What follows belongs to an exercise in optimizing a design on an open flow for small area, a short achievable clock period and few clock cycles; a production flow would make more cautious choices.
No activity file was given, so power comes from the tool's default toggle rates.

Setup of the previous run:
## psg_voice
module psg_voice #(
    parameter NFRAMES = 16              
) (
    input  wire         clk,
    input  wire         rst,
    input  wire         cmd_valid,
    output wire         cmd_ready,
    input  wire [3:0]   cmd_op,
    input  wire [1:0]   cmd_ch,
    input  wire [7:0]   cmd_velocity,
    input  wire [31:0]  cmd_duration,
    input  wire [31:0]  cmd_adsr,       
    input  wire [7:0]   cmd_vol,
    input  wire [7:0]   cmd_pan,
    input  wire [47:0]  cmd_inc,
    input  wire [127:0] cmd_arg,
    output reg          rsp_valid,
    output reg  [1:0]   rsp_status,
    output reg          rsp_tick,
    output reg          smp_valid,
    input  wire         smp_ready,
    output reg          smp_last,
    output reg  signed [17:0] smp_left,
    output reg  signed [17:0] smp_right
);
Size: about 8,300 cells after synthesis, ~950 flip-flops, about 320 I/O pins.
==> flow/config.mk <==
export PLATFORM = sky130hd
export DESIGN_NAME = psg_voice
export DESIGN_NICKNAME = psg_voice
export VERILOG_FILES = /design/flow/design.v
export SDC_FILE = /design/flow/constraint.sdc
export NUM_CORES = 4
export LEC_CHECK = 0
export CAP_MARGIN = 20
export CORE_MARGIN = 2
export CORE_UTILIZATION = 40
export SLEW_MARGIN = 20
==> flow/constraint.sdc <==
create_clock -name core_clock -period 18.0 [get_ports {clk}]
set_input_delay 3.6000 -clock core_clock [delete_from_list [all_inputs] [get_ports {clk}]]
set_output_delay 3.6000 -clock core_clock [all_outputs]
set_load 0.01 [all_outputs]
standard.sh (not shown) runs the stock make flow with config.mk's settings and CLKGATE_MAP_FILE= SYNTH_SCRIPT=/design/flow/synth_recipe.tcl, a recipe that flattens the netlist after the stock synthesis.
==> flow/flow/run.sh <==
#!/bin/bash
# Layout: the standard ORFS flow on the design's SDC, in three make calls.
#  - Synthesis is the standard one (synth_recipe.tcl: -nofsm -noshare, flatten, rename)
#    except that adders are left to ABC instead of being mapped to full/half-adder
#    cells (ADDER_MAP_FILE empty); the registers are the same.
#  - The timing repair after clock-tree synthesis is asked to leave more setup slack
#    than the design's period needs; placement and routing repairs keep their defaults.
# Every tool's log stays under orfs/logs; each make call's output goes to its own log.
set -euo pipefail
bash standard.sh ADDER_MAP_FILE= place > make_place.log 2>&1
bash standard.sh ADDER_MAP_FILE= SETUP_SLACK_MARGIN=11.6 cts > make_cts.log 2>&1
bash standard.sh ADDER_MAP_FILE= finish > make_finish.log 2>&1
Modified inputs, the current run compared to the previous run
# the previous run
export LEC_CHECK = 0
export CAP_MARGIN = 20
export CORE_MARGIN = 2
export CORE_UTILIZATION = 40
export SLEW_MARGIN = 20
create_clock -name core_clock -period 18.0 [get_ports {clk}]
# the current run
export LEC_CHECK = 0
export CAP_MARGIN = 20
export CORE_MARGIN = 2
export CORE_UTILIZATION = 40
export CTS_BUF_LIST = sky130_fd_sc_hd__clkbuf_8
export SLEW_MARGIN = 20
create_clock -name core_clock -period 18.0 [get_ports {clk}]
-- flow/flow/run.sh --
<<< the previous run, line 9
set -euo pipefail
bash standard.sh ADDER_MAP_FILE= place > make_place.log 2>&1
bash standard.sh ADDER_MAP_FILE= SETUP_SLACK_MARGIN=11.6 cts > make_cts.log 2>&1
bash standard.sh ADDER_MAP_FILE= finish > make_finish.log 2>&1
>>> the current run, line 9
set -euo pipefail
bash standard.sh ADDER_MAP_FILE= place > make_place.log 2>&1
bash standard.sh ADDER_MAP_FILE= SETUP_SLACK_MARGIN=12 cts > make_cts.log 2>&1
bash standard.sh ADDER_MAP_FILE= finish > make_finish.log 2>&1
==> comparison <==
The classification of the worst setup path comes out in2reg in one run and reg2reg in the other, namely in the previous run and the current run respectively.
End-of-flow core utilization delta for the current run relative to the previous run: 1.0 points higher
Compared with the previous run, in the current run sequential portion of the cell area went down 0.69 points; layout-stage area growth over the synthesis result climbed 2.5 points.
The layout net count in the current run sits 1.8% above the value recorded for the previous run.
Changes observed in the current run relative to the previous run: final period utilization shrank by 0.72 points; largest fanout on the critical path shrank by 25; power consumption shrank by 0.00011 W; share of final layout cell area taken by clock buffers and inverters shrank by 0.38 points.
Function was not checked in any run of this note: the RTL went through the layout flow alone.

-- re-timing with driven ports --
No port has a modelled driver above. Below, the same layouts with a new extraction and two added sets of constraints. Step 1 assumes that a clkbuf_16 drives the clock port and a buf_2 every other input. Step 2 also shifts input and output timing later by t, the mid clock arrival at the registers, as if the neighbouring blocks saw the same clock. Slacks: no drivers / after step 1 / after step 2; pairs: no drivers / after step 1.
run | t, ns | setup slack, ns | slew at the worst register clock pin (ns)
the previous run | 0.802 | 11.366 / 11.399 / 10.597 | 0.07 / 0.07
the current run | 0.981 | 11.496 / 11.496 / 10.791 | 0.07 / 0.07
After both steps every run listed still meets setup and hold. The setup slack of the previous run, which loses most, moves by +0.033 ns with the drivers and by -0.769 ns with both steps.
